This design comes from an exercise in tuning for a short achievable clock period and few clock cycles per item on the open sky130 flow, not from production work.
Only simulation tests tie the RTL to the original design; equivalence was not proved.
Power figures rest on the tool's default switching activity, not on a simulated workload.

==> design/flow/design.v <==
module ym2151_regbank (
    input             clk,
    input             rst,           
    input             cmd_valid,
    output            cmd_ready,
    input      [63:0] cmd,
    output reg        rsp_valid,
    output reg [31:0] rsp_data,
    output reg        eng_wr_valid,  
    output reg  [7:0] eng_wr_addr,
    output reg  [7:0] eng_wr_data
);
    localparam QDEPTH = 16;
    localparam [31:0] REFUSED = 32'hFFFF_FFFF;
    reg  [7:0]  last_addr, last_data;
    reg  [31:0] busy;                
    reg  [1:0]  t_act;               
    reg  [30:0] t_cnt0, t_cnt1;      
    reg         irq_a;               
    reg         irq_e;               
    reg         strict;
    reg  [1:0]  irqen;               
    reg  [7:0]  q_addr [0:QDEPTH-1];
    reg  [7:0]  q_data [0:QDEPTH-1];
    reg  [3:0]  q_head, q_tail;
    reg  [4:0]  q_count;
    reg         pg_active;           
    reg  [31:0] pg_c, pg_rem;
    reg  [4:0]  pg_applied;
    reg         mir_we;
    reg  [7:0]  mir_wa, mir_wd;
    reg         mir_clr;             
    wire [2047:0] mir_flat;
    genvar g;
    generate
        for (g = 0; g < 256; g = g + 1) begin : mirror
            localparam [7:0] DEF = (g >= 8'hE0) ? 8'h0F : 8'h00;
            reg [7:0] r;
            always @(posedge clk) begin
                if (rst || mir_clr)
                    r <= DEF;
                else if (mir_we && mir_wa == g)
                    r <= mir_wd;
            end
            assign mir_flat[g*8 +: 8] = r;
        end
    endgenerate
    wire is_write    = cmd[63:16] == 48'h1000_0000_0000;
    wire is_busyq    = cmd == 64'h1100_0000_0000_0000;
    wire is_irqq     = cmd == 64'h1200_0000_0000_0000;
    wire is_dwrite   = cmd[63:16] == 48'h2000_0000_0000;
    wire is_dread    = cmd[63:16] == 48'h2100_0000_0000 && cmd[7:0] == 8'h00;
    wire is_dump     = cmd == 64'h2200_0000_0000_0000;
    wire is_advance  = cmd[63:32] == 32'h3000_0000;
    wire is_pregen   = cmd[63:32] == 32'h3100_0000;
    wire is_modewr   = cmd[63:8]  == 56'h40_0000_0000_0000;
    wire is_settimer = cmd[63:33] == 31'h2080_0000;
    wire is_setbusy  = cmd[63:32] == 32'h4200_0000;
    wire is_updirq   = cmd[63:1]  == 63'h2180_0000_0000_0000;
    wire is_extread  = cmd[63:40] == 24'h44_0000 && cmd[7:0] == 8'h00;
    wire is_extwrite = cmd[63:40] == 24'h45_0000;
    wire is_setstrict= cmd[63:1]  == 63'h2800_0000_0000_0000;
    wire is_setirqen = cmd[63:1]  == 63'h2880_0000_0000_0000;
    wire is_reset    = cmd == 64'h5F00_0000_0000_0000;
    wire [7:0]  f_a = cmd[15:8];
    wire [7:0]  f_d = cmd[7:0];
    wire [31:0] f_c = cmd[31:0];
    assign cmd_ready = !pg_active;
    wire accept = cmd_valid && cmd_ready;
    reg  [31:0] busy_n;
    reg  [1:0]  t_act_n;
    reg  [30:0] t_cnt0_n, t_cnt1_n;
    reg         irq_a_n, irq_e_n, strict_n;
    reg  [1:0]  irqen_n;
    reg  [7:0]  last_addr_n, last_data_n;
    reg         q_push, q_pop, q_clear;
    reg         pg_start, pg_done, pg_step;
    reg         rsp_valid_n;
    reg  [31:0] rsp_n;
    reg         apply_en;
    reg  [7:0]  apply_a, apply_d;
    reg         adv_en;
    reg  [37:0] adv_amt;
    reg  [1:0]  fire;
    reg  [37:0] t0_sub, t1_sub;
    always @* begin
        busy_n      = busy;
        t_act_n     = t_act;
        t_cnt0_n    = t_cnt0;
        t_cnt1_n    = t_cnt1;
        irq_a_n     = irq_a;
        irq_e_n     = irq_e;
        strict_n    = strict;
        irqen_n     = irqen;
        last_addr_n = last_addr;
        last_data_n = last_data;
        q_push      = 1'b0;
        q_pop       = 1'b0;
        q_clear     = 1'b0;
        pg_start    = 1'b0;
        pg_done     = 1'b0;
        pg_step     = 1'b0;
        rsp_valid_n = 1'b0;
        rsp_n       = 32'd0;
        mir_we      = 1'b0;
        mir_wa      = f_a;
        mir_wd      = f_d;
        mir_clr     = 1'b0;
        apply_en    = 1'b0;
        apply_a     = f_a;
        apply_d     = f_d;
        adv_en      = 1'b0;
        adv_amt     = 38'd0;
        fire        = 2'b00;
        t0_sub      = 38'd0;
        t1_sub      = 38'd0;
        if (pg_active) begin
            if (pg_rem != 32'd0 && q_count != 5'd0) begin
                pg_step  = 1'b1;
                q_pop    = 1'b1;
                apply_en = 1'b1;
                apply_a  = q_addr[q_head];
                apply_d  = q_data[q_head];
            end else begin
                pg_done  = 1'b1;
                adv_en   = 1'b1;
                adv_amt  = {pg_c, 6'd0};    
            end
        end else if (accept) begin
            rsp_valid_n = 1'b1;
            if (is_write) begin
                last_addr_n = f_a;
                last_data_n = f_d;
                mir_we      = 1'b1;
                if (busy == 32'd0) begin
                    apply_en = 1'b1;
                    rsp_n    = 32'd0;                  
                end else if (!strict) begin
                    if (q_count != QDEPTH) begin
                        q_push = 1'b1;
                        rsp_n  = 32'd1;                
                    end else begin
                        rsp_n  = 32'd3;                
                    end
                end else begin
                    rsp_n = 32'd2;                     
                end
            end else if (is_busyq) begin
                rsp_n = {31'd0, busy != 32'd0};
            end else if (is_irqq) begin
                rsp_n = {31'd0, irq_a & irq_e};
            end else if (is_dwrite) begin
                apply_en = 1'b1;
                mir_we   = 1'b1;
            end else if (is_dread) begin
                rsp_n = {24'd0, mir_flat[f_a*8 +: 8]};
            end else if (is_dump) begin
                rsp_n = {3'd0, irqen, t_act, busy != 32'd0, irq_a, irq_e,
                         strict, q_count, last_addr, last_data};
            end else if (is_advance) begin
                adv_en  = 1'b1;
                adv_amt = {6'd0, f_c};
                rsp_valid_n = 1'b0;                    
            end else if (is_pregen) begin
                pg_start    = 1'b1;
                rsp_valid_n = 1'b0;                    
            end else if (is_modewr) begin
                irqen_n  = f_d[3:2];
                t_act_n  = f_d[1:0];
                t_cnt0_n = 31'd128;
                t_cnt1_n = 31'd256;
                if (f_d[5:4] != 2'b00) irq_a_n = 1'b0;
            end else if (is_settimer) begin
                if (cmd[32]) begin
                    t_act_n[1] = !f_c[31];
                    t_cnt1_n   = f_c[30:0];
                end else begin
                    t_act_n[0] = !f_c[31];
                    t_cnt0_n   = f_c[30:0];
                end
            end else if (is_setbusy) begin
                busy_n = f_c;
            end else if (is_updirq) begin
                irq_a_n = cmd[0];
            end else if (is_extread || is_extwrite) begin
                rsp_n = 32'd0;
            end else if (is_setstrict) begin
                strict_n = cmd[0];
            end else if (is_setirqen) begin
                irq_e_n = cmd[0];
            end else if (is_reset) begin
                mir_clr     = 1'b1;
                q_clear     = 1'b1;
                busy_n      = 32'd0;
                t_act_n     = 2'b00;
                irq_a_n     = 1'b0;
                irqen_n     = 2'b00;
                last_addr_n = 8'd0;
                last_data_n = 8'd0;
            end else begin
                rsp_n = REFUSED;
            end
        end
        if (apply_en) begin
            busy_n = 32'd64;
            if (apply_a == 8'h14) begin
                irqen_n  = apply_d[3:2];
                t_act_n  = apply_d[1:0];
                t_cnt0_n = 31'd128;
                t_cnt1_n = 31'd256;
                if (apply_d[5:4] != 2'b00) irq_a_n = 1'b0;
            end
        end
        if (adv_en) begin
            busy_n = ({6'd0, busy} > adv_amt) ? busy - adv_amt[31:0] : 32'd0;
            t0_sub = ({7'd0, t_cnt0} > adv_amt) ? {7'd0, t_cnt0} - adv_amt : 38'd0;
            t1_sub = ({7'd0, t_cnt1} > adv_amt) ? {7'd0, t_cnt1} - adv_amt : 38'd0;
            if (t_act[0]) begin
                t_cnt0_n = t0_sub[30:0];
                if (t0_sub == 38'd0) fire[0] = 1'b1;
            end
            if (t_act[1]) begin
                t_cnt1_n = t1_sub[30:0];
                if (t1_sub == 38'd0) fire[1] = 1'b1;
            end
            if (fire[0]) begin
                t_act_n[0] = 1'b0;
                if (irqen[0]) irq_a_n = 1'b1;
            end
            if (fire[1]) begin
                t_act_n[1] = 1'b0;
                if (irqen[1]) irq_a_n = 1'b1;
            end
            rsp_valid_n = 1'b1;
            if (pg_done)
                rsp_n = {22'd0, fire, 3'd0, pg_applied};
            else
                rsp_n = {30'd0, fire};
        end
    end
    integer i;
    always @(posedge clk) begin
        if (rst) begin
            last_addr    <= 8'd0;
            last_data    <= 8'd0;
            busy         <= 32'd0;
            t_act        <= 2'b00;
            t_cnt0       <= 31'd0;
            t_cnt1       <= 31'd0;
            irq_a        <= 1'b0;
            irq_e        <= 1'b1;            
            strict       <= 1'b0;            
            irqen        <= 2'b00;
            q_head       <= 4'd0;
            q_tail       <= 4'd0;
            q_count      <= 5'd0;
            pg_active    <= 1'b0;
            pg_c         <= 32'd0;
            pg_rem       <= 32'd0;
            pg_applied   <= 5'd0;
            rsp_valid    <= 1'b0;
            rsp_data     <= 32'd0;
            eng_wr_valid <= 1'b0;
            eng_wr_addr  <= 8'd0;
            eng_wr_data  <= 8'd0;
        end else begin
            last_addr    <= last_addr_n;
            last_data    <= last_data_n;
            busy         <= busy_n;
            t_act        <= t_act_n;
            t_cnt0       <= t_cnt0_n;
            t_cnt1       <= t_cnt1_n;
            irq_a        <= irq_a_n;
            irq_e        <= irq_e_n;
            strict       <= strict_n;
            irqen        <= irqen_n;
            if (q_clear) begin
                q_head  <= 4'd0;
                q_tail  <= 4'd0;
                q_count <= 5'd0;
            end else begin
                if (q_push) q_tail <= q_tail + 4'd1;
                if (q_pop)  q_head <= q_head + 4'd1;
                q_count <= q_count + {4'd0, q_push} - {4'd0, q_pop};
            end
            if (pg_start) begin
                pg_active  <= 1'b1;
                pg_c       <= f_c;
                pg_rem     <= f_c;
                pg_applied <= 5'd0;
            end else if (pg_step) begin
                pg_rem     <= pg_rem - 32'd1;
                pg_applied <= pg_applied + 5'd1;
            end else if (pg_done) begin
                pg_active  <= 1'b0;
            end
            rsp_valid    <= rsp_valid_n;
            rsp_data     <= rsp_n;
            eng_wr_valid <= apply_en;
            eng_wr_addr  <= apply_a;
            eng_wr_data  <= apply_d;
        end
    end
    always @(posedge clk) begin
        if (q_push) begin
            q_addr[q_tail] <= f_a;
            q_data[q_tail] <= f_d;
        end
    end
endmodule
==> design/flow/run.sh <==
#!/bin/bash
# synth_recipe.tcl (not shown) runs the flow's synth.tcl, then flattens the netlist and writes it again
# the make line also repeats each setting of config.mk as NAME=value (left out here)
make -C /OpenROAD-flow-scripts/flow DESIGN_CONFIG=/design/flow/config.mk WORK_HOME=/design/flow/orfs CLKGATE_MAP_FILE= SYNTH_SCRIPT=/design/flow/synth_recipe.tcl finish
==> design/flow/config.mk <==
export PLATFORM = sky130hd
export DESIGN_NAME = ym2151_regbank
export DESIGN_NICKNAME = ym2151_regbank
export VERILOG_FILES = /design/flow/design.v
export SDC_FILE = /design/flow/constraint.sdc
export NUM_CORES = 4
export LEC_CHECK = 0
export CAP_MARGIN = 20
export CORE_MARGIN = 2
export CORE_UTILIZATION = 35
export SETUP_SLACK_MARGIN = 0.3
export SLEW_MARGIN = 20
==> design/flow/constraint.sdc <==
create_clock -name core_clock -period 6.0 [get_ports {clk}]
set_input_delay 1.2000 -clock core_clock [delete_from_list [all_inputs] [get_ports {clk}]]
set_output_delay 1.2000 -clock core_clock [all_outputs]
set_load 0.01 [all_outputs]
==> notes.md <==
-- cell usage after synthesis, types with 47 or more instances --
cell      instances  area share
nor2_1          573       0.019
nand3_1         179      0.0079
clkbuf_1        426       0.014
o21ai_0          78      0.0034
nor3_1           67      0.0029
nand2_1        4634        0.15
a21o_1           50      0.0033
xnor2_1          65      0.0050
buf_2           342       0.015
a21oi_1        2188       0.096
a22oi_1          98      0.0065
dfxtp_1        2300        0.40
inv_1            47      0.0015
xor2_1           48      0.0037
ha_1            106       0.012
edfxtp_1        256       0.067
mux4_2          730        0.14
-- path summary, 6_finish.rpt --
kind / endpoint / cells past startpoint / startpoint
worst max-delay path: t_act[0]$_SDFF_PP0_ / 20 / pg_rem[4]$_SDFFE_PP0P_
worst min-delay path: mirror[247].r[6]$_SDFFE_PP0P_ / 2 / mirror[247].r[6]$_SDFFE_PP0P_
worst max register to register: t_act[0]$_SDFF_PP0_ / 20 / pg_rem[4]$_SDFFE_PP0P_
worst min register to register: mirror[247].r[6]$_SDFFE_PP0P_ / 2 / mirror[247].r[6]$_SDFFE_PP0P_
-- worst max-delay path, delay by kind of cell (launching register included) --
| family | cells | cell delay [ns] |
|---|---|---|
| AND/OR/NAND/NOR | 8 | 2.30 |
| AO/OA/AOI/OAI | 8 | 1.97 |
| flip-flops | 1 | 0.36 |
| adder cells (fa/ha/maj) | 1 | 0.32 |
| buffers and inverters | 2 | 0.25 |
| XOR/XNOR | 1 | 0.19 |
-- state kept, by name, indices dropped and copies added (netlist names), 2 cells and up, named ones only --
signal and cells:
busy 32, eng_wr_addr 8, eng_wr_data 8, irqen 2, last_addr 8, last_data 8, mirror.r 2048, pg_applied 5
pg_c 32, pg_rem 32, q_addr 128, q_count 5, q_data 128, q_head 4, q_tail 4, rsp_data 30
t_act 2, t_cnt0 31, t_cnt1 31
-- power groups by stage --
stage / logic (W) / clock network (W) / registers, W
CTS: 0.00156 / 0.0177 / 0.0173
global route: 0.00164 / 0.0184 / 0.0172
global placement: 0.00156 / 0 / 0.0176
detailed placement: 0.00155 / 0 / 0.0176
finish: 0.00159 / 0.0175 / 0.0173
floorplan: 0.000873 / 0 / 0.0176
-- through the flow --
| stage | instance area, um2 | setup slack (ns) | power, W |
|---|---|---|---|
| final | 135100 | 0.4554 | 0.03637 |
| after global routing | 135000 | 0.3034 | 0.03729 |
| after CTS | 134800 | 0.3122 | 0.03652 |
| after detailed placement | 125300 | -0.9698 | 0.01919 |
| after global placement | 125300 | -1.004 | 0.01919 |
| after floorplan | 114000 | 0.3206 | 0.01852 |
-- layer usage --
| metal | wire length, um | share of wire | vias up | track usage |
|---|---|---|---|---|
| met4 | 19050 | 0.046 | 8 | 0.1017 |
| li1 | - | - | 45290 | - |
| met1 | 171100 | 0.42 | 47800 | 0.3275 |
| met2 | 182200 | 0.44 | 4288 | 0.3685 |
| met5 | 56 | 0.00014 | - | 0 |
| met3 | 37940 | 0.092 | 841 | 0.04988 |
-- cell type report --
type                    instances  area share
diodes                          6   0.0001112
clock buffers                 409     0.06119
clock inverters                82    0.006892
inverters                      48    0.001353
multi-input cells            9362      0.4209
flip-flops and latches       2556      0.3979
well taps                    4325     0.04007
repair buffers               1075     0.07159
-- logic make-up (layout without fill, tap and decap cells) --
group / after synthesis / count (layout)
muxes: 756 / 756
buffers and inverters: 894 / 1614
adders and majority gates: 110 / 110
xor gates and xnor gates: 113 / 113
and+or+nand+nor: 5730 / 5731
other: 0 / 6
AOI/OAI and AO/OA: 2652 / 2652
DFF: 2556 / 2556
-- timing repair --
item	4_1_cts	5_1_grt
endpoints found under the setup margin	42	81
gates resized for setup	40	60
cloned	1	1
hold endpoints to repair	0	0
hold buffers	0	0
buffers inserted	11	9
pin swaps	21	34
==> summary.md <==
| Metric | Value |
|---|---|
| Clk root buf | clkbuf_16 |
| Synth Area in XOR/XNOR | 0.008687 |
| CP Class | reg -> reg |
| TNS Setup | 0 ns |
| Grt ovf | 0 |
| Pwr Density | 269.3 nW/um2 |
| Initial DRC Count | 11350 |
| CP arrival | 6.25 ns |
| # port buffers | 117 |
| TritonRoute pass-1 iters | 7 |
| Final hold vios | 0 |
| CTS tree | yes |
| Achievable Freq | 180.4 MHz |
| Initial antenna violation count | 12 |
| HPWL after DPL | 272800 um |
| Finished Layout Cells | 17860 |
| LEAKAGE | 45.83 nW |
| Register Area | 53740 um2 |
| Routed Antenna Nets | 0 |
| RD Place Congestion | 0.9381 |
| Most frequent cells in the layout | nand2_1 (4624), dfxtp_1 (2298), a21oi_1 (2186) |
| # H-tree levels | 5 |
| Status | timing/DRC/antenna clean |
| EDFF count, synth | 256 |
| Worst VDD drop | 0.0001922 V |
| Sequential cell area fraction in the yosys report | 0.4716 |
| Top-level I/O count | 118 |
| Worst Setup End Kind | flip-flop |
| DRC | 0 |
| Setup violators final | 0 |
| Most common cell after layout, fill and taps aside | nand2_1 |
| Number of max-cap violations | 0 |
| Power share of the combinational group | 0.044 |
| Final Max Tran Viols | 0 |
| Pin count of the biggest net entering global routing | 138 |
| Clk network pwr share | 0.482 |
| Fill cells | 31470 |
| Clk slew on worst S/H paths | 0.06 ns |
| Largest family of logic cells by synthesized area | simple AND/OR/NAND/NOR gates |
| Slew headroom | 0.2375 |
| Layout Utilization | 0.4169 |
| Vias in the first global route | 92090 |
| Clock latency on the worst-skew pair | 0.87 ns |
| P&R area growth vs syn | 18.54% |
| Post-synthesis compound-gate area fraction | 0.1266 |
| Drt wl/cell | 22.97 um |
| Synth Warn # | 1 |
| Post-Syn Area | 113900 um2 |
| Total GRT Usage | 0.2401 |
| Slew @ Worst Pin | 1.133 ns |
| Critical path cell sequence | or4_4, nand4b_4, o31ai_4, and2_4, a22oi_2, ha_1, a22o_1, or4_4, a22oi_4, buf_4, buf_12, o21ai_2, a2111oi_1, nor2_1, xor2_1, nor4_4, nand4_1, o32a_1, nor2_1, a2111oi_1 |
| First-pass GRT wire length | 610000 um |
| Avg Synthesized Cell Area | 8.893 um2 |
| Primary FF master, synth | dfxtp_1 |
| FF+latch count, synth | 2556 |
| CTS Buffer Depth | 4 |
| Vias/cell | 5.499 |
| Placed cells | 17340 |
| Synth Instances | 12810 |
| Nets | 13500 |
| Clk sink count | 2556 |
| Max incr delay on CP | 0.57 ns |
| Number of placement rows | 209 |
| TritonCTS buffer count | 284 |
| Reg2Reg Setup Slack | 0.46 ns |
| Initial Util | 0.3516 |
| CORE AREA | 324000 um2 |
| Die Span X | 574.5 um |
| Clock skew | 0.04508 ns |
| Vias after detailed routing | 98230 |
| Final period util | 0.9241 |
| Asr flop ratio synth | 0 |
| Simple-gate portion of the synthesized area | 0.1994 |
| Critical-path maximum fanout | 6 |
| Area of the multi-input gates | 56850 um2 |
| Min Hold Slack | 0.4464 ns |
| Netlist cell types | 96 |
| Int Power | 0.02788 W |
| Startpoint types | flip-flop |
| Final Routed Wirelength | 410300 um |
| Mux contribution to synthesized area | 0.1466 |
| Clock period minus worst slack | 5.545 ns |
| Min-delay worst type | reg -> reg |
| Layout cells sized above 1 | 0.1708 |
| RSZ-0062 raised after global routing | false |
| Sw frac | 0.2335 |
| WP data required | 6.71 ns |
| Syn Nets | 12990 |
| Area share of fa/ha/maj cells after synthesis | 0.01234 |
| Sequential power share | 0.474 |
| Die Y | 574.5 um |
| Sw power | 0.008492 W |
| Die area | 330100 um2 |
| CP max stage cell | or4_4 |
Testbench counts, summed over its fixed seeds: cycles 30,244, items 24,000.

==> re-timing with driven ports <==
The results above use ideal ports. As a check the final layout listed here was re-extracted and re-timed, cells and wires unchanged. Step 1 (the two cells are an assumption about what drives the block):
set clk [get_ports {clk}]
set_driving_cell -lib_cell sky130_fd_sc_hd__clkbuf_16 $clk
set_driving_cell -lib_cell sky130_fd_sc_hd__buf_2 [delete_from_list [all_inputs] $clk]
Step 2 times the ports against the registers' clock, not the clock port: input delays grow and output delays shrink by t, the midpoint of the rising clock arrivals with the driver on. Three values: ideal, step 1, step 2; two values: the first two.
shift t [ns]: 0.961
slack for setup (ns): 0.455 / 0.455 / -0.311
worst hold slack (ns): 0.446 / 0.446 / 0.446
worst slew at a driven data input, ns: 0.10
Met with ideal ports but missed after step 2: setup timing in this run. The setup slack of this run moves by 0.000 ns with the drivers and by -0.766 ns with both steps.
